What follows belongs to an exercise in optimizing a design on an open flow for small area, a short achievable clock period and few clock cycles; a production flow would make more cautious choices.
Only the layout flow was run in this run; the RTL was not checked for function there.
No activity file was given, so power comes from the tool's default toggle rates.

### design.v
module tpx3_codec (
    input  wire        clk,
    input  wire        rst,
    input  wire        in_valid,
    output wire        in_ready,
    input  wire [7:0]  in_op,
    input  wire [47:0] in_a,
    input  wire [31:0] in_b,
    input  wire [31:0] in_c,
    input  wire [31:0] in_d,
    output wire        out_valid,
    input  wire        out_ready,
    output wire [47:0] out_res,
    output wire        out_err,
    output wire        out_amb
);
    localparam [7:0] OP_ADDR_ENC  = 8'h01;
    localparam [7:0] OP_ADDR_DEC  = 8'h02;
    localparam [7:0] OP_LFSR_STEP = 8'h08;
    localparam [7:0] OP_ENC_TOA   = 8'h10;
    localparam [7:0] OP_DEC_TOA   = 8'h11;
    localparam [7:0] OP_ENC_FTOA  = 8'h12;
    localparam [7:0] OP_DEC_FTOA  = 8'h13;
    localparam [7:0] OP_ENC_TOT   = 8'h14;
    localparam [7:0] OP_DEC_TOT   = 8'h15;
    localparam [7:0] OP_ENC_PC10  = 8'h18;
    localparam [7:0] OP_DEC_PC10  = 8'h19;
    localparam [7:0] OP_PKT_ASM   = 8'h40;
    localparam [7:0] OP_PKT_DIS   = 8'h41;
    localparam [7:0] OP_HIT_DEC   = 8'h43;
    localparam [9:0] TOT_OVV  = 10'h1FF;
    reg        r1_vld, r2_vld, r3_vld, r4_vld;
    reg [47:0] r1_res, r2_res, r3_res, r4_res;    
    reg        r1_err, r1_erb;                    
    reg        r2_err, r3_err, r4_err;            
    reg        r1_amb, r2_amb, r3_amb, r4_amb;
    reg        r1_enc, r2_enc, r3_enc;            
    reg        r1_dlo, r2_dlo, r3_dlo, r4_dlo;    
    reg        r1_dhi, r2_dhi, r3_dhi, r4_dhi;    
    reg        r1_glo, r1_ghi;                    
    reg        r2_cod, r3_cod;                    
    reg [4:0]  r2_k;                              
    reg [9:0]  r3_y;                              
    reg [4:0]  r3_r, r4_r;                        
    reg [47:0] q0_res, q1_res;
    reg        q0_err, q1_err, q0_amb, q1_amb;
    reg        q0_vld, q1_vld;
    wire en   = !q1_vld;                  
    wire take = q0_vld && out_ready;
    wire put  = en && r4_vld;             
    wire ld0  = take || !q0_vld;          
    assign in_ready  = en;
    assign out_valid = q0_vld;
    assign out_res   = q0_res;
    assign out_err   = q0_err;
    assign out_amb   = q0_amb;
    function [13:0] gray2bin(input [13:0] g);
        integer i;
        begin
            gray2bin[13] = g[13];
            for (i = 12; i >= 0; i = i - 1)
                gray2bin[i] = gray2bin[i + 1] ^ g[i];
        end
    endfunction
    wire [7:0]  op = in_op;
    wire [47:0] a  = in_a;
    wire [31:0] b  = in_b;
    wire [31:0] c  = in_c;
    wire [31:0] d  = in_d;
    wire a_hi4  = |a[47:4];
    wire a_hi8  = |a[47:8];
    wire a_hi10 = |a[47:10];
    wire a_hi14 = |a[47:14];
    wire a_hi16 = |a[47:16];
    wire hdr_ok = (a[47:44] == 4'b1010);
    wire [7:0]  t1 = c[7:0];
    wire [7:0]  t2 = c[15:8];
    wire [7:0]  t3 = c[23:16];
    wire [7:0]  t4 = c[31:24];
    wire        four = (|t3) && (|t4);
    wire        step_width_bad = (|b[31:5]) || (b[4:0] == 5'd0) || (b[4] && (|b[3:0]));
    wire        tb1 = (|t1[7:4]) || (!b[4] && (t1[3:0] >= b[3:0]));
    wire        tb2 = (|t2[7:4]) || (!b[4] && (t2[3:0] >= b[3:0]));
    wire        tb3 = (|t3[7:4]) || (!b[4] && (t3[3:0] >= b[3:0]));
    wire        tb4 = (|t4[7:4]) || (!b[4] && (t4[3:0] >= b[3:0]));
    wire        step_taps_bad = tb1 || tb2 || (four && (tb3 || tb4));
    reg  [15:0] step_mask;       
    integer     mi;
    always @* begin
        for (mi = 0; mi < 16; mi = mi + 1)
            step_mask[mi] = b[4] || (mi < b[3:0]);
    end
    wire        step_reg_bad = a_hi16 || (|(a[15:0] & ~step_mask));
    wire [15:0] sreg = a[15:0];
    wire        step_fb = sreg[t1[3:0]] ^ sreg[t2[3:0]] ^
                          (four ? (sreg[t3[3:0]] ^ sreg[t4[3:0]]) : 1'b0);
    wire [15:0] step_out = ({sreg[14:0], 1'b0} & step_mask) | {15'd0, step_fb};
    reg [47:0] c_res;
    reg        c_err, c_erb, c_amb;    
    reg        c_enc, c_dlo, c_dhi;
    reg        c_glo, c_ghi;
    always @* begin
        c_res = 48'd0;
        c_err = 1'b0;
        c_erb = 1'b0;
        c_amb = 1'b0;
        c_enc = 1'b0;
        c_dlo = 1'b0;
        c_dhi = 1'b0;
        c_glo = 1'b0;
        c_ghi = 1'b0;
        case (op)
            OP_ADDR_ENC: begin
                c_err       = a_hi8 || (|b[31:8]);
                c_res[15:0] = {a[7:1], b[7:2], a[0], b[1:0]};
            end
            OP_ADDR_DEC: begin
                c_err       = a_hi16;
                c_res[15:0] = {a[15:9], a[2], a[8:3], a[1:0]};
            end
            OP_LFSR_STEP: begin
                c_err       = step_width_bad || step_taps_bad || step_reg_bad;
                c_res[15:0] = step_out;
            end
            OP_ENC_TOA: begin
                c_err       = a_hi14;
                c_res[13:0] = a[13:0] ^ {1'b0, a[13:1]};
            end
            OP_DEC_TOA: begin
                c_err       = a_hi14;
                c_res[13:0] = a[13:0];
                c_glo       = 1'b1;
            end
            OP_ENC_FTOA: begin
                c_res[3:0] = a_hi4 ? 4'd15 : a[3:0];
            end
            OP_DEC_FTOA: begin
                c_err      = a_hi4;
                c_res[3:0] = a[3:0];
            end
            OP_ENC_TOT, OP_ENC_PC10: begin
                if (a_hi10 || a[9:1] == 9'h1FF) c_res[9:0] = TOT_OVV;
                else begin
                    c_enc        = 1'b1;
                    c_res[13:4]  = a[9:0];
                end
            end
            OP_DEC_TOT, OP_DEC_PC10: begin
                c_erb       = a_hi10;
                c_amb       = (a[9:0] == 10'd0);
                c_dlo       = !c_amb;
                c_res[13:4] = a[9:0];
            end
            OP_PKT_ASM: begin
                c_erb = a_hi16 || (|b[31:14]) || (|c[31:10]) || (|d[31:4]);
                c_res = {4'b1010, a[15:0], b[13:0], c[9:0], d[3:0]};
            end
            OP_PKT_DIS: begin
                c_erb = !hdr_ok;
                c_res = {4'd0, a[43:0]};
            end
            OP_HIT_DEC: begin
                c_erb = (|b[31:1]) || d[0] || !hdr_ok;
                c_res = {4'd0, a[43:37], a[30], a[36:31], a[29:28],
                         a[27:14], a[13:4], a[3:0]};
                c_ghi = c[0];
                c_amb = !b[0] && (a[13:4] == 10'd0);
                c_dhi = !b[0] && c[0] && !c_amb;    
            end
            default: c_erb = 1'b1;
        endcase
    end
    wire        r1_ref = r1_err | r1_erb;
    wire        r1_cod = r1_enc | r1_dlo | r1_dhi;
    wire [9:0]  r1_v   = r1_res[13:4];
    wire [9:0]  fa = {r1_v[6:0], r1_v[9:7]};    
    wire [4:0]  pk;                                
    assign pk[0] = (fa[0] & (fa[1] ^ fa[3] ^ fa[7] ^ fa[9])) ^ (fa[1] & (1'b1 ^ fa[2] ^ fa[4])) ^ (fa[2] & (fa[4] ^ fa[5] ^ fa[6])) ^ (fa[3] & (1'b1 ^ fa[4] ^ fa[6] ^ fa[8])) ^ (fa[4] & (fa[5] ^ fa[7] ^ fa[8] ^ fa[9])) ^ (fa[5] & (1'b1 ^ fa[6] ^ fa[7])) ^ (fa[6] & (1'b1 ^ fa[8] ^ fa[9])) ^ (fa[7] & (fa[9])) ^ fa[8];
    assign pk[1] = (fa[0] & (fa[1] ^ fa[2] ^ fa[6] ^ fa[8])) ^ (fa[1] & (fa[2] ^ fa[4] ^ fa[8])) ^ (fa[2] & (1'b1 ^ fa[3] ^ fa[5])) ^ (fa[3] & (fa[5] ^ fa[6] ^ fa[7])) ^ (fa[4] & (1'b1 ^ fa[5] ^ fa[7] ^ fa[9])) ^ (fa[5] & (fa[6] ^ fa[8] ^ fa[9])) ^ (fa[6] & (1'b1 ^ fa[7] ^ fa[8])) ^ (fa[7] & (1'b1 ^ fa[9])) ^ fa[9];
    assign pk[2] = (fa[0] & (fa[1] ^ fa[3] ^ fa[5] ^ fa[8])) ^ (fa[1] & (1'b1 ^ fa[3] ^ fa[4] ^ fa[6] ^ fa[7] ^ fa[8])) ^ (fa[2] & (fa[6] ^ fa[7] ^ fa[8])) ^ (fa[3] & (fa[5] ^ fa[6] ^ fa[9])) ^ fa[4] ^ (fa[5] & (1'b1 ^ fa[6] ^ fa[7] ^ fa[9])) ^ (fa[6] & (1'b1 ^ fa[7] ^ fa[8])) ^ fa[7] ^ fa[8];
    assign pk[3] = (fa[0] & (1'b1 ^ fa[2] ^ fa[3] ^ fa[6] ^ fa[8] ^ fa[9])) ^ (fa[1] & (fa[2] ^ fa[3] ^ fa[5] ^ fa[8])) ^ (fa[2] & (fa[7] ^ fa[9])) ^ (fa[3] & (fa[4] ^ fa[5] ^ fa[8] ^ fa[9])) ^ (fa[4] & (fa[6] ^ fa[7] ^ fa[9])) ^ (fa[5] & (1'b1 ^ fa[6] ^ fa[7])) ^ (fa[6] & (1'b1 ^ fa[7] ^ fa[9])) ^ (fa[8] & (fa[9])) ^ fa[9];
    assign pk[4] = (fa[0] & (fa[1] ^ fa[2] ^ fa[4] ^ fa[7] ^ fa[9])) ^ (fa[1] & (fa[6] ^ fa[8] ^ fa[9])) ^ (fa[2] & (fa[3] ^ fa[4] ^ fa[7] ^ fa[8] ^ fa[9])) ^ (fa[3] & (fa[5] ^ fa[6] ^ fa[8] ^ fa[9])) ^ (fa[4] & (1'b1 ^ fa[5] ^ fa[6] ^ fa[9])) ^ (fa[5] & (1'b1 ^ fa[6] ^ fa[8] ^ fa[9])) ^ (fa[7] & (fa[8])) ^ fa[8];
    wire [4:0]  elo_k = r1_v[4:0];
    wire [9:0]  elo;                               
    assign elo[0] = (~elo_k[0] & elo_k[4]) | (elo_k[0] & elo_k[1] & elo_k[3]) | (~elo_k[0] & elo_k[1] & elo_k[2]) | (elo_k[0] & elo_k[2] & elo_k[3]) | (~elo_k[1] & elo_k[2] & ~elo_k[3] & ~elo_k[4]) | (~elo_k[0] & elo_k[1] & ~elo_k[3]);
    assign elo[1] = (elo_k[0] & elo_k[4]) | (~elo_k[0] & elo_k[2] & elo_k[3]) | (elo_k[1] & elo_k[2] & ~elo_k[4]) | (~elo_k[0] & ~elo_k[1] & ~elo_k[2] & ~elo_k[3]) | (elo_k[0] & elo_k[1] & ~elo_k[3]) | (elo_k[0] & elo_k[2] & ~elo_k[3]);
    assign elo[2] = (~elo_k[0] & elo_k[4]) | (elo_k[0] & elo_k[2] & elo_k[3]) | (~elo_k[0] & elo_k[2] & ~elo_k[3]) | (elo_k[0] & ~elo_k[1] & ~elo_k[2] & ~elo_k[3]) | (~elo_k[0] & ~elo_k[1] & ~elo_k[2] & elo_k[3]) | (elo_k[0] & elo_k[1] & elo_k[2] & ~elo_k[4]);
    assign elo[3] = (~elo_k[0] & elo_k[2] & ~elo_k[3]) | (~elo_k[1] & ~elo_k[2] & elo_k[3]) | (elo_k[0] & ~elo_k[3] & elo_k[4]) | (elo_k[0] & elo_k[3] & ~elo_k[4]) | (elo_k[1] & elo_k[2] & ~elo_k[3]) | (~elo_k[0] & ~elo_k[1] & elo_k[2] & elo_k[4]) | (~elo_k[0] & ~elo_k[2] & elo_k[3] & elo_k[4]);
    assign elo[4] = (~elo_k[0] & ~elo_k[1] & ~elo_k[2]) | (elo_k[0] & elo_k[2] & ~elo_k[3]) | (~elo_k[0] & elo_k[3] & ~elo_k[4]) | (~elo_k[0] & ~elo_k[3] & elo_k[4]) | (~elo_k[2] & elo_k[3] & elo_k[4]) | (~elo_k[1] & ~elo_k[2] & elo_k[3]) | (elo_k[0] & ~elo_k[1] & elo_k[2] & elo_k[4]);
    assign elo[5] = (~elo_k[2] & elo_k[3]) | (elo_k[0] & ~elo_k[3] & elo_k[4]) | (~elo_k[1] & ~elo_k[2] & ~elo_k[4]) | (elo_k[0] & elo_k[3] & ~elo_k[4]) | (~elo_k[0] & elo_k[3] & elo_k[4]) | (~elo_k[0] & elo_k[1] & elo_k[2] & ~elo_k[3]);
    assign elo[6] = (~elo_k[0] & elo_k[1] & ~elo_k[2]) | (elo_k[0] & ~elo_k[2] & elo_k[3]) | (~elo_k[0] & ~elo_k[1] & elo_k[4]) | (elo_k[0] & elo_k[3] & elo_k[4]) | (elo_k[0] & elo_k[1] & elo_k[2] & ~elo_k[3]) | (~elo_k[0] & elo_k[2] & elo_k[3] & ~elo_k[4]) | (~elo_k[1] & ~elo_k[2] & ~elo_k[3] & ~elo_k[4]) | (~elo_k[0] & ~elo_k[3] & elo_k[4]);
    assign elo[7] = (elo_k[0] & elo_k[1] & ~elo_k[2]) | (~elo_k[0] & ~elo_k[1] & elo_k[3]) | (elo_k[0] & ~elo_k[1] & elo_k[4]) | (~elo_k[0] & ~elo_k[2] & elo_k[3]) | (elo_k[0] & elo_k[2] & elo_k[3] & ~elo_k[4]) | (elo_k[0] & ~elo_k[2] & ~elo_k[3]) | (elo_k[1] & ~elo_k[2] & ~elo_k[4]) | (elo_k[0] & ~elo_k[3] & elo_k[4]) | (~elo_k[0] & elo_k[3] & elo_k[4]);
    assign elo[8] = (~elo_k[0] & elo_k[4]) | (elo_k[3] & elo_k[4]) | (~elo_k[0] & ~elo_k[1] & elo_k[2]) | (elo_k[0] & ~elo_k[1] & elo_k[3]) | (~elo_k[0] & ~elo_k[2] & ~elo_k[3]) | (elo_k[0] & elo_k[1] & ~elo_k[2] & ~elo_k[4]) | (~elo_k[0] & elo_k[2] & elo_k[3]);
    assign elo[9] = (elo_k[2] & elo_k[3]) | (elo_k[0] & elo_k[4]) | (elo_k[0] & ~elo_k[1] & ~elo_k[3]) | (~elo_k[0] & elo_k[1] & elo_k[3]) | (elo_k[0] & ~elo_k[2] & ~elo_k[3]) | (~elo_k[1] & elo_k[2] & ~elo_k[4]);
    wire [9:0]  b_x = r1_enc ? elo : fa;
    wire [4:0]  b_k = r1_enc ? r1_v[9:5] : pk;
    wire [13:0] gsrc = r1_ghi ? r1_res[27:14] : r1_res[13:0];
    wire [13:0] gbin = gray2bin(gsrc);
    wire [47:0] b_res = r1_ref ? 48'd0 :
                        {r1_res[47:28],
                         r1_ghi ? gbin : r1_res[27:14],
                         r1_cod ? b_x  : r1_glo ? gbin[13:4] : r1_res[13:4],
                         r1_glo ? gbin[3:0] : r1_res[3:0]};
    wire [5:0]  t6k = {r2_enc, r2_k};
    wire [4:0]  c_r;
    wire [9:0]  c_y;
    assign c_r[0] = (t6k[0] & ~t6k[1] & ~t6k[2]) | (t6k[0] & ~t6k[1] & t6k[3]) | (t6k[0] & ~t6k[2] & ~t6k[4]) | (~t6k[0] & t6k[1] & ~t6k[2] & t6k[3]) | (~t6k[0] & ~t6k[1] & ~t6k[3] & t6k[4]) | (t6k[0] & ~t6k[1] & ~t6k[4]) | (t6k[0] & t6k[2] & t6k[3] & t6k[4]) | (~t6k[0] & t6k[1] & t6k[2] & ~t6k[3] & ~t6k[4]);
    assign c_r[1] = (t6k[1] & t6k[2] & ~t6k[4]) | (~t6k[0] & ~t6k[1] & ~t6k[3]) | (~t6k[2] & ~t6k[3] & ~t6k[4]) | (~t6k[0] & t6k[1] & ~t6k[2] & t6k[4]) | (~t6k[0] & t6k[1] & t6k[2] & t6k[3]) | (t6k[0] & ~t6k[1] & ~t6k[2] & ~t6k[4]) | (t6k[1] & ~t6k[2] & t6k[3] & t6k[4]);
    assign c_r[2] = (t6k[0] & ~t6k[1] & ~t6k[3]) | (~t6k[2] & t6k[3] & ~t6k[4]) | (~t6k[1] & t6k[2] & ~t6k[3]) | (~t6k[0] & t6k[1] & ~t6k[2] & ~t6k[3]) | (~t6k[0] & ~t6k[1] & ~t6k[4]) | (t6k[0] & t6k[2] & ~t6k[3] & t6k[4]) | (~t6k[0] & t6k[1] & t6k[2] & t6k[3] & t6k[4]);
    assign c_r[3] = (~t6k[0] & t6k[2] & t6k[3]) | (t6k[0] & ~t6k[2] & t6k[4]) | (~t6k[1] & ~t6k[2] & ~t6k[3]) | (t6k[1] & t6k[3] & t6k[4]) | (~t6k[0] & ~t6k[1] & ~t6k[2] & ~t6k[4]) | (t6k[0] & ~t6k[1] & ~t6k[3] & ~t6k[4]) | (~t6k[0] & ~t6k[2] & ~t6k[3] & ~t6k[4]);
    assign c_r[4] = (~t6k[0] & ~t6k[1] & t6k[2]) | (t6k[0] & ~t6k[1] & t6k[4]) | (~t6k[0] & t6k[2] & ~t6k[3]) | (~t6k[0] & t6k[1] & ~t6k[2] & t6k[3]) | (~t6k[0] & t6k[2] & t6k[4]) | (t6k[0] & ~t6k[2] & t6k[3] & t6k[4]) | (t6k[0] & t6k[1] & t6k[2] & t6k[3] & ~t6k[4]);
    assign c_y[0] = (t6k[0] & t6k[1] & ~t6k[2] & ~t6k[3]) | (~t6k[0] & ~t6k[1] & t6k[2] & ~t6k[3]) | (t6k[0] & t6k[1] & t6k[2] & t6k[3]) | (~t6k[0] & t6k[1] & t6k[2] & ~t6k[4]) | (t6k[0] & ~t6k[1] & ~t6k[3] & t6k[5]) | (~t6k[2] & t6k[3] & t6k[4] & ~t6k[5]) | (~t6k[0] & ~t6k[1] & t6k[2] & t6k[4]) | (~t6k[0] & t6k[1] & t6k[3] & ~t6k[4]) | (t6k[0] & ~t6k[1] & t6k[4] & t6k[5]) | (~t6k[1] & t6k[2] & ~t6k[3] & t6k[4]) | (~t6k[0] & ~t6k[1] & t6k[2] & t6k[5]) | (t6k[0] & t6k[2] & t6k[4] & t6k[5]) | (t6k[1] & t6k[2] & ~t6k[4] & ~t6k[5]) | (~t6k[1] & ~t6k[3] & t6k[4] & t6k[5]) | (t6k[0] & t6k[2] & t6k[3] & ~t6k[4] & ~t6k[5]);
    assign c_y[1] = (t6k[0] & ~t6k[4] & t6k[5]) | (~t6k[0] & ~t6k[1] & t6k[2] & t6k[4]) | (t6k[0] & ~t6k[1] & t6k[3] & ~t6k[5]) | (~t6k[0] & t6k[2] & t6k[3] & t6k[5]) | (~t6k[1] & ~t6k[2] & ~t6k[3] & t6k[5]) | (t6k[0] & t6k[1] & t6k[2] & ~t6k[4]) | (t6k[0] & t6k[3] & t6k[4] & ~t6k[5]) | (~t6k[0] & t6k[1] & ~t6k[2] & t6k[4] & t6k[5]) | (~t6k[0] & t6k[2] & ~t6k[3] & ~t6k[4] & ~t6k[5]) | (~t6k[0] & t6k[2] & t6k[3] & t6k[4]) | (~t6k[1] & t6k[2] & t6k[4] & ~t6k[5]) | (~t6k[1] & t6k[3] & t6k[4] & ~t6k[5]) | (t6k[0] & t6k[1] & ~t6k[2] & t6k[4] & ~t6k[5]) | (~t6k[0] & t6k[1] & ~t6k[2] & t6k[3] & ~t6k[4] & ~t6k[5]);
    assign c_y[2] = (~t6k[0] & t6k[1] & t6k[2] & ~t6k[3]) | (~t6k[0] & t6k[2] & t6k[3] & t6k[4]) | (t6k[0] & ~t6k[1] & t6k[3] & ~t6k[5]) | (~t6k[0] & t6k[2] & ~t6k[3] & ~t6k[5]) | (t6k[0] & ~t6k[1] & t6k[4] & ~t6k[5]) | (t6k[1] & t6k[2] & t6k[4] & t6k[5]) | (t6k[0] & t6k[1] & ~t6k[2] & ~t6k[3] & t6k[4]) | (~t6k[0] & ~t6k[1] & ~t6k[2] & ~t6k[3] & t6k[5]) | (t6k[0] & ~t6k[1] & t6k[2] & ~t6k[3] & t6k[5]) | (t6k[0] & t6k[1] & ~t6k[2] & ~t6k[4] & t6k[5]) | (~t6k[0] & ~t6k[1] & t6k[3] & ~t6k[4] & t6k[5]) | (~t6k[1] & t6k[3] & t6k[4] & ~t6k[5]) | (~t6k[0] & t6k[1] & ~t6k[3] & t6k[4] & ~t6k[5]) | (t6k[0] & ~t6k[1] & ~t6k[3] & ~t6k[4] & t6k[5]) | (t6k[0] & t6k[2] & t6k[3] & ~t6k[4] & ~t6k[5]) | (~t6k[0] & t6k[1] & ~t6k[2] & t6k[3] & ~t6k[4] & ~t6k[5]);
    assign c_y[3] = (t6k[0] & ~t6k[2] & t6k[3]) | (t6k[0] & ~t6k[2] & ~t6k[5]) | (~t6k[0] & t6k[2] & ~t6k[3] & t6k[5]) | (~t6k[0] & t6k[1] & t6k[4] & ~t6k[5]) | (t6k[0] & t6k[1] & t6k[4] & t6k[5]) | (t6k[0] & ~t6k[1] & t6k[3] & ~t6k[4]) | (~t6k[1] & ~t6k[2] & t6k[3] & t6k[5]) | (t6k[0] & t6k[3] & t6k[4] & ~t6k[5]) | (~t6k[0] & t6k[1] & t6k[2] & t6k[3] & ~t6k[4]) | (t6k[1] & ~t6k[2] & t6k[3] & t6k[4]) | (t6k[0] & t6k[1] & t6k[3] & t6k[5]) | (t6k[0] & t6k[1] & ~t6k[3] & ~t6k[4] & ~t6k[5]) | (~t6k[0] & t6k[2] & t6k[3] & ~t6k[4] & ~t6k[5]);
    assign c_y[4] = (t6k[1] & t6k[3] & t6k[4]) | (t6k[1] & t6k[4] & ~t6k[5]) | (t6k[0] & ~t6k[1] & ~t6k[2] & ~t6k[3]) | (t6k[0] & t6k[1] & t6k[2] & ~t6k[3]) | (t6k[0] & ~t6k[2] & t6k[3] & ~t6k[5]) | (~t6k[0] & ~t6k[2] & t6k[3] & t6k[4]) | (~t6k[1] & ~t6k[2] & ~t6k[3] & t6k[5]) | (~t6k[0] & ~t6k[1] & t6k[2] & t6k[3] & ~t6k[5]) | (~t6k[0] & t6k[2] & ~t6k[3] & ~t6k[4] & t6k[5]) | (~t6k[0] & t6k[1] & ~t6k[2] & ~t6k[3] & ~t6k[5]) | (t6k[0] & ~t6k[1] & t6k[3] & ~t6k[4] & ~t6k[5]) | (t6k[0] & t6k[1] & ~t6k[3] & ~t6k[4] & t6k[5]);
    assign c_y[5] = (~t6k[0] & t6k[3] & t6k[4]) | (t6k[0] & ~t6k[2] & ~t6k[5]) | (~t6k[0] & ~t6k[2] & ~t6k[3] & ~t6k[4]) | (~t6k[0] & ~t6k[1] & t6k[2] & t6k[3]) | (t6k[0] & t6k[1] & ~t6k[2] & t6k[4]) | (~t6k[0] & ~t6k[1] & t6k[2] & t6k[4]) | (~t6k[0] & t6k[1] & t6k[3] & t6k[5]) | (t6k[0] & ~t6k[1] & ~t6k[4] & ~t6k[5]) | (t6k[1] & ~t6k[2] & ~t6k[3] & ~t6k[5]) | (~t6k[0] & t6k[2] & t6k[4] & t6k[5]) | (t6k[0] & t6k[1] & ~t6k[3] & t6k[4] & ~t6k[5]) | (~t6k[1] & t6k[2] & ~t6k[3] & t6k[4] & t6k[5]) | (t6k[0] & t6k[1] & t6k[2] & ~t6k[3] & ~t6k[4] & t6k[5]);
    assign c_y[6] = (~t6k[0] & ~t6k[1] & t6k[3] & t6k[4]) | (t6k[0] & ~t6k[2] & t6k[3] & ~t6k[5]) | (~t6k[0] & ~t6k[1] & t6k[2] & ~t6k[5]) | (~t6k[0] & t6k[3] & t6k[4] & ~t6k[5]) | (~t6k[0] & t6k[1] & ~t6k[2] & ~t6k[3] & t6k[4]) | (t6k[0] & t6k[1] & t6k[2] & ~t6k[3] & ~t6k[5]) | (t6k[1] & ~t6k[2] & ~t6k[3] & ~t6k[4] & ~t6k[5]) | (~t6k[1] & ~t6k[2] & t6k[3] & t6k[4]) | (~t6k[0] & ~t6k[1] & t6k[3] & ~t6k[5]) | (~t6k[0] & ~t6k[1] & t6k[2] & ~t6k[3] & ~t6k[4]) | (t6k[0] & t6k[1] & ~t6k[2] & t6k[3] & ~t6k[4]) | (t6k[0] & ~t6k[1] & ~t6k[2] & t6k[4] & ~t6k[5]) | (t6k[0] & t6k[2] & ~t6k[3] & ~t6k[4] & ~t6k[5]) | (~t6k[0] & t6k[1] & t6k[2] & t6k[3] & ~t6k[4] & t6k[5]) | (t6k[0] & t6k[1] & t6k[2] & t6k[3] & t6k[4] & t6k[5]);
    assign c_y[7] = (~t6k[0] & ~t6k[1] & t6k[2] & ~t6k[3]) | (~t6k[0] & t6k[1] & ~t6k[2] & t6k[3]) | (t6k[0] & t6k[1] & ~t6k[2] & ~t6k[4]) | (~t6k[1] & ~t6k[2] & ~t6k[3] & t6k[4]) | (~t6k[0] & t6k[1] & ~t6k[4] & t6k[5]) | (~t6k[1] & t6k[2] & ~t6k[4] & ~t6k[5]) | (~t6k[0] & ~t6k[2] & t6k[3] & ~t6k[4]) | (t6k[0] & t6k[1] & t6k[2] & ~t6k[3] & t6k[4]) | (t6k[0] & ~t6k[2] & t6k[3] & t6k[4] & ~t6k[5]) | (~t6k[0] & t6k[2] & t6k[3] & t6k[4] & ~t6k[5]) | (~t6k[1] & t6k[2] & ~t6k[3] & ~t6k[4]) | (t6k[0] & t6k[1] & t6k[2] & ~t6k[3] & ~t6k[5]) | (~t6k[0] & t6k[1] & ~t6k[2] & t6k[4] & ~t6k[5]);
    assign c_y[8] = (~t6k[0] & ~t6k[2] & t6k[3]) | (t6k[1] & t6k[2] & t6k[5]) | (~t6k[0] & ~t6k[1] & ~t6k[5]) | (~t6k[1] & ~t6k[2] & ~t6k[4] & t6k[5]) | (t6k[0] & t6k[1] & t6k[2] & ~t6k[3]) | (t6k[1] & ~t6k[2] & t6k[3] & ~t6k[4]) | (~t6k[1] & ~t6k[2] & t6k[3] & t6k[4]) | (~t6k[1] & ~t6k[3] & t6k[4] & ~t6k[5]) | (t6k[0] & ~t6k[1] & t6k[2] & t6k[3] & ~t6k[4]) | (~t6k[0] & t6k[1] & t6k[3] & ~t6k[4]) | (t6k[1] & ~t6k[2] & t6k[3] & ~t6k[5]) | (t6k[0] & t6k[1] & ~t6k[2] & ~t6k[4] & ~t6k[5]) | (t6k[0] & t6k[1] & ~t6k[3] & t6k[4] & t6k[5]);
    assign c_y[9] = (~t6k[3] & t6k[4] & t6k[5]) | (~t6k[0] & ~t6k[1] & ~t6k[3]) | (~t6k[0] & t6k[1] & t6k[3] & ~t6k[4]) | (~t6k[2] & t6k[3] & t6k[4] & ~t6k[5]) | (t6k[0] & t6k[1] & t6k[2] & t6k[4]) | (~t6k[1] & ~t6k[2] & ~t6k[4] & t6k[5]) | (~t6k[0] & ~t6k[1] & t6k[2] & ~t6k[5]) | (t6k[0] & t6k[1] & ~t6k[3] & ~t6k[4] & ~t6k[5]) | (t6k[0] & t6k[2] & ~t6k[3] & t6k[4]) | (~t6k[0] & t6k[2] & ~t6k[4] & ~t6k[5]) | (t6k[0] & t6k[1] & t6k[2] & t6k[3] & t6k[5]) | (~t6k[1] & t6k[2] & t6k[3] & ~t6k[4] & ~t6k[5]);
    wire [9:0]  r3_x = r3_res[13:4];
    wire [9:0]  d_p;
    wire r3_x_r3_y_d0 = (r3_x[0] & r3_y[0]);
    wire r3_x_r3_y_d1 = (r3_x[0] & r3_y[1]) ^ (r3_x[1] & r3_y[0]);
    wire r3_x_r3_y_d2 = (r3_x[0] & r3_y[2]) ^ (r3_x[1] & r3_y[1]) ^ (r3_x[2] & r3_y[0]);
    wire r3_x_r3_y_d3 = (r3_x[0] & r3_y[3]) ^ (r3_x[1] & r3_y[2]) ^ (r3_x[2] & r3_y[1]) ^ (r3_x[3] & r3_y[0]);
    wire r3_x_r3_y_d4 = (r3_x[0] & r3_y[4]) ^ (r3_x[1] & r3_y[3]) ^ (r3_x[2] & r3_y[2]) ^ (r3_x[3] & r3_y[1]) ^ (r3_x[4] & r3_y[0]);
    wire r3_x_r3_y_d5 = (r3_x[0] & r3_y[5]) ^ (r3_x[1] & r3_y[4]) ^ (r3_x[2] & r3_y[3]) ^ (r3_x[3] & r3_y[2]) ^ (r3_x[4] & r3_y[1]) ^ (r3_x[5] & r3_y[0]);
    wire r3_x_r3_y_d6 = (r3_x[0] & r3_y[6]) ^ (r3_x[1] & r3_y[5]) ^ (r3_x[2] & r3_y[4]) ^ (r3_x[3] & r3_y[3]) ^ (r3_x[4] & r3_y[2]) ^ (r3_x[5] & r3_y[1]) ^ (r3_x[6] & r3_y[0]);
    wire r3_x_r3_y_d7 = (r3_x[0] & r3_y[7]) ^ (r3_x[1] & r3_y[6]) ^ (r3_x[2] & r3_y[5]) ^ (r3_x[3] & r3_y[4]) ^ (r3_x[4] & r3_y[3]) ^ (r3_x[5] & r3_y[2]) ^ (r3_x[6] & r3_y[1]) ^ (r3_x[7] & r3_y[0]);
    wire r3_x_r3_y_d8 = (r3_x[0] & r3_y[8]) ^ (r3_x[1] & r3_y[7]) ^ (r3_x[2] & r3_y[6]) ^ (r3_x[3] & r3_y[5]) ^ (r3_x[4] & r3_y[4]) ^ (r3_x[5] & r3_y[3]) ^ (r3_x[6] & r3_y[2]) ^ (r3_x[7] & r3_y[1]) ^ (r3_x[8] & r3_y[0]);
    wire r3_x_r3_y_d9 = (r3_x[0] & r3_y[9]) ^ (r3_x[1] & r3_y[8]) ^ (r3_x[2] & r3_y[7]) ^ (r3_x[3] & r3_y[6]) ^ (r3_x[4] & r3_y[5]) ^ (r3_x[5] & r3_y[4]) ^ (r3_x[6] & r3_y[3]) ^ (r3_x[7] & r3_y[2]) ^ (r3_x[8] & r3_y[1]) ^ (r3_x[9] & r3_y[0]);
    wire r3_x_r3_y_d10 = (r3_x[1] & r3_y[9]) ^ (r3_x[2] & r3_y[8]) ^ (r3_x[3] & r3_y[7]) ^ (r3_x[4] & r3_y[6]) ^ (r3_x[5] & r3_y[5]) ^ (r3_x[6] & r3_y[4]) ^ (r3_x[7] & r3_y[3]) ^ (r3_x[8] & r3_y[2]) ^ (r3_x[9] & r3_y[1]);
    wire r3_x_r3_y_d11 = (r3_x[2] & r3_y[9]) ^ (r3_x[3] & r3_y[8]) ^ (r3_x[4] & r3_y[7]) ^ (r3_x[5] & r3_y[6]) ^ (r3_x[6] & r3_y[5]) ^ (r3_x[7] & r3_y[4]) ^ (r3_x[8] & r3_y[3]) ^ (r3_x[9] & r3_y[2]);
    wire r3_x_r3_y_d12 = (r3_x[3] & r3_y[9]) ^ (r3_x[4] & r3_y[8]) ^ (r3_x[5] & r3_y[7]) ^ (r3_x[6] & r3_y[6]) ^ (r3_x[7] & r3_y[5]) ^ (r3_x[8] & r3_y[4]) ^ (r3_x[9] & r3_y[3]);
    wire r3_x_r3_y_d13 = (r3_x[4] & r3_y[9]) ^ (r3_x[5] & r3_y[8]) ^ (r3_x[6] & r3_y[7]) ^ (r3_x[7] & r3_y[6]) ^ (r3_x[8] & r3_y[5]) ^ (r3_x[9] & r3_y[4]);
    wire r3_x_r3_y_d14 = (r3_x[5] & r3_y[9]) ^ (r3_x[6] & r3_y[8]) ^ (r3_x[7] & r3_y[7]) ^ (r3_x[8] & r3_y[6]) ^ (r3_x[9] & r3_y[5]);
    wire r3_x_r3_y_d15 = (r3_x[6] & r3_y[9]) ^ (r3_x[7] & r3_y[8]) ^ (r3_x[8] & r3_y[7]) ^ (r3_x[9] & r3_y[6]);
    wire r3_x_r3_y_d16 = (r3_x[7] & r3_y[9]) ^ (r3_x[8] & r3_y[8]) ^ (r3_x[9] & r3_y[7]);
    wire r3_x_r3_y_d17 = (r3_x[8] & r3_y[9]) ^ (r3_x[9] & r3_y[8]);
    wire r3_x_r3_y_d18 = (r3_x[9] & r3_y[9]);
    assign d_p[0] = r3_x_r3_y_d0 ^ r3_x_r3_y_d10 ^ r3_x_r3_y_d17;
    assign d_p[1] = r3_x_r3_y_d1 ^ r3_x_r3_y_d11 ^ r3_x_r3_y_d18;
    assign d_p[2] = r3_x_r3_y_d2 ^ r3_x_r3_y_d12;
    assign d_p[3] = r3_x_r3_y_d3 ^ r3_x_r3_y_d10 ^ r3_x_r3_y_d13 ^ r3_x_r3_y_d17;
    assign d_p[4] = r3_x_r3_y_d4 ^ r3_x_r3_y_d11 ^ r3_x_r3_y_d14 ^ r3_x_r3_y_d18;
    assign d_p[5] = r3_x_r3_y_d5 ^ r3_x_r3_y_d12 ^ r3_x_r3_y_d15;
    assign d_p[6] = r3_x_r3_y_d6 ^ r3_x_r3_y_d13 ^ r3_x_r3_y_d16;
    assign d_p[7] = r3_x_r3_y_d7 ^ r3_x_r3_y_d14 ^ r3_x_r3_y_d17;
    assign d_p[8] = r3_x_r3_y_d8 ^ r3_x_r3_y_d15 ^ r3_x_r3_y_d18;
    assign d_p[9] = r3_x_r3_y_d9 ^ r3_x_r3_y_d16;
    wire [9:0]  ecnt = {d_p[2:0], d_p[9:3]};     
    wire        d_e  = r3_cod & r3_enc;
    wire [47:0] d_res = {r3_res[47:14],
                         d_e ? {4'd0, ecnt[9:4]} : r3_cod ? d_p : r3_res[13:4],
                         d_e ? ecnt[3:0] : r3_res[3:0]};
    wire [6:0]  t2k = {r4_res[12], r4_res[11], r4_res[10], r4_res[8], r4_res[6], r4_res[5], r4_res[4]};
    wire [9:0]  u;                                 
    assign u[0] = (t2k[3] & ~t2k[4] & t2k[6]) | (t2k[0] & ~t2k[2] & t2k[4] & ~t2k[5]) | (t2k[3] & ~t2k[5] & ~t2k[6]) | (t2k[0] & t2k[4] & ~t2k[6]) | (~t2k[1] & ~t2k[4] & t2k[6]) | (~t2k[0] & t2k[1] & ~t2k[2] & t2k[4] & t2k[5]);
    assign u[1] = (~t2k[0] & ~t2k[3] & t2k[5]) | (~t2k[0] & t2k[2] & ~t2k[5]) | (~t2k[0] & ~t2k[1] & ~t2k[2] & t2k[6]) | (~t2k[0] & t2k[1] & ~t2k[4] & t2k[5]) | (t2k[0] & ~t2k[1] & ~t2k[3]) | (t2k[0] & ~t2k[4] & ~t2k[5]);
    assign u[2] = (t2k[2] & t2k[4]) | (~t2k[4] & ~t2k[5] & ~t2k[6]) | (~t2k[1] & t2k[2]) | (~t2k[0] & ~t2k[1] & t2k[4] & t2k[5]) | (~t2k[0] & t2k[2] & t2k[5]) | (t2k[0] & t2k[3] & ~t2k[5]);
    assign u[3] = (~t2k[1] & t2k[4] & ~t2k[5]) | (t2k[1] & ~t2k[4] & t2k[6]) | (~t2k[3] & ~t2k[5] & ~t2k[6]) | (~t2k[2] & ~t2k[3] & t2k[4] & t2k[5]) | (t2k[0] & t2k[1] & t2k[3]) | (~t2k[0] & ~t2k[1] & t2k[2] & t2k[5]);
    assign u[4] = (~t2k[0] & ~t2k[3] & t2k[5]) | (t2k[0] & t2k[5] & t2k[6]) | (~t2k[0] & t2k[1] & ~t2k[4] & ~t2k[5]) | (~t2k[0] & t2k[2] & ~t2k[4] & t2k[5]) | (~t2k[1] & ~t2k[4] & ~t2k[6]) | (t2k[1] & ~t2k[2] & t2k[4] & t2k[5]);
    assign u[5] = (~t2k[0] & ~t2k[3] & t2k[4]) | (t2k[1] & ~t2k[3] & ~t2k[4]) | (~t2k[1] & t2k[4] & t2k[5]) | (t2k[2] & t2k[4] & t2k[6]) | (~t2k[0] & t2k[5] & ~t2k[6]) | (t2k[0] & ~t2k[2] & ~t2k[3] & t2k[5]);
    assign u[6] = (t2k[0] & t2k[5]) | (t2k[0] & t2k[1] & t2k[4]) | (~t2k[0] & ~t2k[2] & ~t2k[5] & ~t2k[6]) | (t2k[1] & t2k[3] & t2k[4] & t2k[5]) | (t2k[0] & t2k[3]) | (~t2k[1] & t2k[2] & t2k[5]);
    assign u[7] = (~t2k[2] & ~t2k[4] & t2k[5]) | (~t2k[3] & t2k[4] & ~t2k[5]) | (t2k[0] & ~t2k[2] & t2k[5]) | (t2k[0] & t2k[2] & ~t2k[4]) | (t2k[1] & ~t2k[2] & t2k[5]) | (~t2k[0] & t2k[1] & t2k[2] & ~t2k[5]);
    assign u[8] = (t2k[3] & t2k[4] & t2k[5]) | (t2k[5] & ~t2k[6]) | (~t2k[1] & ~t2k[2] & ~t2k[4]) | (~t2k[1] & ~t2k[4] & ~t2k[5]) | (t2k[2] & ~t2k[3]) | (t2k[1] & t2k[3] & ~t2k[6]) | (t2k[1] & ~t2k[3] & ~t2k[5] & t2k[6]);
    assign u[9] = (t2k[0] & ~t2k[5]) | (t2k[4] & ~t2k[6]) | (t2k[1] & t2k[5] & ~t2k[6]) | (~t2k[1] & ~t2k[5] & t2k[6]) | (~t2k[0] & ~t2k[1] & ~t2k[2] & t2k[3]) | (~t2k[0] & t2k[2] & t2k[3] & t2k[4]);
    wire [4:0]  ag = u[4:0] & r4_r;
    wire [4:0]  ap = u[4:0] ^ r4_r;
    wire [5:0]  ac;
    assign ac[0] = 1'b0;
    assign ac[1] = ag[0];
    assign ac[2] = ag[1] | (ap[1] & ag[0]);
    assign ac[3] = ag[2] | (ap[2] & ag[1]) | (ap[2] & ap[1] & ag[0]);
    assign ac[4] = ag[3] | (ap[3] & ag[2]) | (ap[3] & ap[2] & ag[1]) | (ap[3] & ap[2] & ap[1] & ag[0]);
    assign ac[5] = ag[4] | (ap[4] & ac[4]);
    wire [4:0]  uhi1 = u[9:5] ^ {&u[8:5], &u[7:5], &u[6:5], u[5], 1'b1};
    wire [9:0]  dcnt = {ac[5] ? uhi1 : u[9:5], ap ^ ac[4:0]};
    wire [47:0] e_res = {r4_res[47:14],
                         r4_dhi ? dcnt : r4_dlo ? {4'd0, dcnt[9:4]} : r4_res[13:4],
                         r4_dlo ? dcnt[3:0] : r4_res[3:0]};
    always @(posedge clk) begin
        if (rst) begin
            r1_vld <= 1'b0;
            r2_vld <= 1'b0;
            r3_vld <= 1'b0;
            r4_vld <= 1'b0;
            q0_vld <= 1'b0;
            q1_vld <= 1'b0;
        end else begin
            if (en) begin
                r1_vld <= in_valid;
                r2_vld <= r1_vld;
                r3_vld <= r2_vld;
                r4_vld <= r3_vld;
            end
            if (ld0) q0_vld <= q1_vld || put;
            if (ld0) q1_vld <= 1'b0;
            else if (put) q1_vld <= 1'b1;
        end
    end
    always @(posedge clk) begin
        if (ld0) begin
            q0_res <= q1_vld ? q1_res : e_res;
            q0_err <= q1_vld ? q1_err : r4_err;
            q0_amb <= q1_vld ? q1_amb : r4_amb;
        end
        if (put && !ld0) begin
            q1_res <= e_res;  q1_err <= r4_err; q1_amb <= r4_amb;
        end
    end
    always @(posedge clk) begin
        if (en) begin
            r1_res <= c_res;  r1_err <= c_err;  r1_erb <= c_erb;  r1_amb <= c_amb;
            r1_enc <= c_enc;  r1_dlo <= c_dlo;  r1_dhi <= c_dhi;
            r1_glo <= c_glo;  r1_ghi <= c_ghi;
            r2_res <= b_res;  r2_err <= r1_ref; r2_amb <= r1_amb & ~r1_ref;
            r2_enc <= r1_enc; r2_dlo <= r1_dlo & ~r1_ref; r2_dhi <= r1_dhi & ~r1_ref;
            r2_cod <= r1_cod & ~r1_ref;
            r2_k   <= b_k;
            r3_res <= r2_res; r3_err <= r2_err; r3_amb <= r2_amb;
            r3_enc <= r2_enc; r3_dlo <= r2_dlo; r3_dhi <= r2_dhi;
            r3_cod <= r2_cod;
            r3_y   <= c_y;    r3_r   <= c_r;
            r4_res <= d_res;  r4_err <= r3_err; r4_amb <= r3_amb;
            r4_dlo <= r3_dlo; r4_dhi <= r3_dhi;
            r4_r   <= r3_r;
        end
    end
endmodule
### flow/run.sh
#!/bin/bash
# The standard layout (standard.sh), except that the port buffers are
# buf_2 cells and timing repair may resize any cell to any size, not only to
# cells of the same footprint.  make's full output goes to make.log.
set -euo pipefail
bash standard.sh MATCH_CELL_FOOTPRINT=0 \
    "BUFFER_PORTS_ARGS=-buffer_cell sky130_fd_sc_hd__buf_2" finish > make.log 2>&1
### standard.sh
#!/bin/bash
# synth_recipe.tcl (not shown) runs the flow's synth.tcl, then flattens the netlist and writes it again
# the make line also repeats each setting of config.mk as NAME=value (left out here)
make -C /OpenROAD-flow-scripts/flow DESIGN_CONFIG=/design/flow/config.mk WORK_HOME=/design/flow/orfs CLKGATE_MAP_FILE= SYNTH_SCRIPT=/design/flow/synth_recipe.tcl "${@:-finish}"
### config.mk
export PLATFORM = sky130hd
export DESIGN_NAME = tpx3_codec
export DESIGN_NICKNAME = tpx3_codec
export VERILOG_FILES = /design/flow/design.v
export SDC_FILE = /design/flow/constraint.sdc
export NUM_CORES = 4
export LEC_CHECK = 0
export CAP_MARGIN = 20
export CORE_MARGIN = 2
export CORE_UTILIZATION = 40
export PLACE_DENSITY = 0.6
export SETUP_SLACK_MARGIN = 5
export SLEW_MARGIN = 20
### constraint.sdc
create_clock -name core_clock -period 8.0 [get_ports {clk}]
set_input_delay 1.6000 -clock core_clock [delete_from_list [all_inputs] [get_ports {clk}]]
set_output_delay 1.6000 -clock core_clock [all_outputs]
set_load 0.01 [all_outputs]
==> flow_summary_export.csv <==
group,metric,value,unit
status,run_status,"finished clean",
worst_setup_path,critical_path.reg2reg.endpoint,"q0_res[6]",
sta,unrepaired_setup_endpoints_after_global_routing,"yes",
yosys,yosys-top-cells-area,"sky130_fd_sc_hd__edfxtp_1 48%, sky130_fd_sc_hd__xnor2_1 5.4%, sky130_fd_sc_hd__nand2_1 4.1%, sky130_fd_sc_hd__mux2_2 3.5%, sky130_fd_sc_hd__ha_1 3.3%",
routing,vias_after_detailed_routing,15624,
die,die-height,229,um
clock_network,clock_sinks,329,
grt,grt_use_total,20.2,%
power_and_ir_drop,total_leakage_power,9.29,nW
sta,final_min_period_over_clock_period,42.1,%
worst_setup_path,rr_worst_depth,15,
final_layout,share_of_final_layout_standard_cells_stronger_than_drive_strength_1,25.3,%
sta,final.setup.tns,0,ns
routing,drt_first_iter_violations,1354,
place,place_inst,2644,
sta,finClkSkew,0.0216,ns
sta,worst-slew-pin-transition,1.08,ns
grt,pin_count_of_the_biggest_net_entering_global_routing,88,
grt,global_route_wire_length_before_repair,85500,um
place,dp_wirelength,37100,um
die,die_area,52200,sq um
sta,layout_setup_ws,4.63,ns
power_and_ir_drop,power.density_cell_area,169,nW/um^2
clock_network,clock_tree.buffer_depth,3,
yosys,synth_largest_area_cell,"sky130_fd_sc_hd__edfxtp_1",
die,dieWidth,229,um
die,ioPinCount,208,
routing,drt-pass1-iter-count,5,
yosys,synth.ff_latch_count,329,
run,maxCapViolCount,0,
final_layout,finish.cell_count_without_fillers,2770,
final_layout,syn2layout_area_growth,19.7,%
power_and_ir_drop,ir_worst_vdd,0.151,mV
clock_network,cts.root.buffer_cell,"sky130_fd_sc_hd__clkbuf_16",
min_path,min_path_cells,0,
routing,vias_per_cell,5.64,
routing,avgRoutedWirePerCell,19.8,um
min_path,worst_hold_path_endpoint,"r4_res[26]",
place,portbufs,205,
clock_network,path_clk_slew,0.06,ns
sta,hold_violations,0,
yosys,synth_top_cell_area_share,48.1,%
sta,slew_headroom,28.1,%
yosys,synth_flop_cell,"sky130_fd_sc_hd__edfxtp_1",
routing,ant_nets,0,
min_path,hp-class,"reg -> reg",
yosys,syn_area_per_cell,10.6,sq um
sta,finalMaxSlewViolations,0,
final_layout,layout.filler_cells,4496,
worst_setup_path,crit_path_start_kind,"flop",
die,fp.coreArea,50000,sq um
yosys,synth_enable_flop_cells,323,
min_path,launch_point_of_the_worst_hold_path,"r3_res[26]",
clock_network,clock_insertion_delay_worst_skew,0.54,ns
sta,fmaxAchievable,0.297,GHz
final_layout,num-nets-final,2285,
yosys,synthDistinctLibCells,79,
grt,number_of_antenna_violations_at_the_first_check_in_global_routing,0,
routing,detail_route.drc_violations,0,
yosys,syn-cell-area,20200,sq um
grt,grt_pass1_vias,15207,
yosys,yosys_warnings,1,
die,rows,82,
final_layout,layout_commonest_cell,"sky130_fd_sc_hd__edfxtp_1",
clock_network,htree_levels,2,
yosys,post_synth_inst_count,1897,
worst_setup_path,timing.critical_path.fanout_max,8,
yosys,asr_flop_ratio_synth,0,%
worst_setup_path,critical_path.reg2reg.startpoint,"r4_res[11]",
final_layout,final_cell_mix,"323 x sky130_fd_sc_hd__edfxtp_1, 216 x sky130_fd_sc_hd__nand2_1, 179 x sky130_fd_sc_hd__buf_2, 120 x sky130_fd_sc_hd__xnor2_1, 119 x sky130_fd_sc_hd__nor2_1",
clock_network,tritoncts,"built",
worst_setup_path,required,8.27,ns
worst_setup_path,setup.worst_path.end_class,"flop",
sta,period_needed,3.37,ns
routing,drt-total-wl,54900,um
worst_setup_path,regToRegSetupSlack,4.63,ns
sta,setup_violations,0,
final_layout,diodes,0,
place,gp_congestion,0.942,
clock_network,tritoncts.num_buffers,35,
worst_setup_path,setup.worst_path.class,"reg -> reg",
grt,grt_overflow_total,0,
worst_setup_path,critical_path_arrival,3.64,ns
yosys,synth.yosys.seq_area_share,48.7,%
place,detailedPlace.worstSlack,3.96,ns
die,starting_density,40.4,%
==> flip-flops by register name (all words and copies together), names as in the netlist, 5 cells and up <==
| signal | flops |
|---|---|
| q0_res | 45 |
| q1_res | 45 |
| r1_res | 45 |
| r2_res | 45 |
| r3_res | 45 |
| r4_res | 45 |
| r3_y | 10 |
| r2_k | 5 |
| r3_r | 5 |
| r4_r | 5 |
==> per-stage QoR <==
step                hold slack (ns)  area, sq um  util [%]  total power [mW]
finish                        0.412        24100      48.3              4.09
global placement              0.402        21900      43.8              2.50
detailed placement            0.405        21900      43.8              2.50
global route                  0.421        24100      48.3              4.25
floorplan                     0.400        20700         -              2.33
CTS                           0.418        23500      47.1              4.11
==> synth_stat cells, drive strengths merged, types with 11 or more instances <==
master,n
edfxtp,323
nand2,219
nor2,131
clkbuf,128
xnor2,125
a21oi,109
o21ai,91
mux2,62
ha,53
inv,51
xor2,51
nand3,35
nor4,33
mux2i,31
nand2b,27
nor2b,27
a22o,26
a22oi,25
and2,25
o22ai,25
buf,24
nor3,23
a221oi,18
a31oi,18
mux4,17
a221o,14
o211ai,14
xnor3,14
o221ai,11
==> logic make-up (layout without fill, tap and decap cells) <==
| group | after synthesis | in the layout | share of synthesized area (%) |
|---|---|---|---|
| muxes | 110 | 110 | 6.98 |
| AOI/OAI and AO/OA | 437 | 437 | 14.5 |
| DFF | 329 | 329 | 48.7 |
| and+or+nand+nor | 565 | 567 | 13.0 |
| other | 1 | 2 | 0.0186 |
| adders and majority gates | 56 | 56 | 3.54 |
| buffers and inverters | 209 | 407 | 4.02 |
| xor gates and xnor gates | 190 | 190 | 9.35 |
==> worst max-delay path, stage by stage (launching register included) <==
cell	delay [ns]
sky130_fd_sc_hd__edfxtp_1	0.57
sky130_fd_sc_hd__buf_6	0.17
sky130_fd_sc_hd__o21ai_2	0.06
sky130_fd_sc_hd__a221oi_2	0.20
sky130_fd_sc_hd__a21oi_1	0.09
sky130_fd_sc_hd__a21o_1	0.16
sky130_fd_sc_hd__ha_2	0.17
sky130_fd_sc_hd__a21o_1	0.18
sky130_fd_sc_hd__a21oi_2	0.13
sky130_fd_sc_hd__inv_1	0.06
sky130_fd_sc_hd__a21oi_2	0.16
sky130_fd_sc_hd__fa_2	0.32
sky130_fd_sc_hd__mux2_4	0.32
sky130_fd_sc_hd__mux2i_1	0.15
sky130_fd_sc_hd__o21ai_1	0.11
sky130_fd_sc_hd__mux2_4	0.27
==> area by class of cell <==
type | instances | area (sq um) | share of cell area (%)
multi-input cells | 1362 | 10200 | 42.1
repair inverters | 2 | 22.5 | 0.0933
repair buffers | 287 | 1920 | 7.94
inverters | 57 | 265 | 1.10
clock buffers | 40 | 895 | 3.70
flip-flops and latches | 329 | 9820 | 40.7
clock inverters | 21 | 223 | 0.922
well taps | 672 | 841 | 3.48
==> where the power goes <==
part           leakage [nW]  internal [mW]  total (mW)  switching [mW]
combinational          4.94          0.216       0.532           0.315
sequential             3.80           1.92        1.98          0.0662
clock                 0.545          0.912        1.57           0.660
total                  9.29           3.04        4.09            1.04
==> worst max-delay path by stage <==
stage                     from          to  slack [ns]
floorplan            out_ready      q1_amb        4.27
global placement      in_op[2]  r1_res[13]        4.04
detailed placement    in_op[2]   r1_res[9]        3.96
CTS                  r4_res[5]   q0_res[9]        4.65
global route        r4_res[11]   q0_res[9]        4.47
finish              r4_res[11]   q0_res[6]        4.63
==> repair_timing <==
action | 4_1_cts | 5_1_grt
endpoints found under the hold margin | 0 | 0
pin swaps | 14 | 32
resized for setup | 94 | 64
cloned | 2 | 4
hold buffers | 0 | 0
endpoints found under the setup margin | 84 | 61
setup buffers | 34 | 25
==> routing by layer <==
metal	vias to the layer above	routed length (um)	global-route usage (%)
li1	7365	-	-
met1	7601	24500	28.0
met2	548	26000	33.5
met3	110	2910	2.25
met4	0	1410	6.07
met5	-	0	0

[static timing again, ports no longer ideal]
The results above use ideal ports. As a check the final layout listed here was re-extracted and re-timed, cells and wires unchanged.
Step 1 assumes that a clkbuf_16 drives the clock port and a buf_2 every other input.
Step 2, shift: input delay + t, output delay - t, t = (earliest + latest rising clock arrival at the registers) / 2. This alone moves slack from input paths to output paths.
a / b / c = no drivers / after step 1 / after step 2; a / b = the first two.
shift t [ns]: 0.579
slack for setup (ns): 4.631 / 4.631 / 4.202
worst slew at a driven data input, ns: 0.06
cell pins on the clock port's net: 1
After both steps this run still meets setup and hold. For this run, drivers alone change the setup slack by 0.000 ns; drivers and shift together by -0.429 ns.
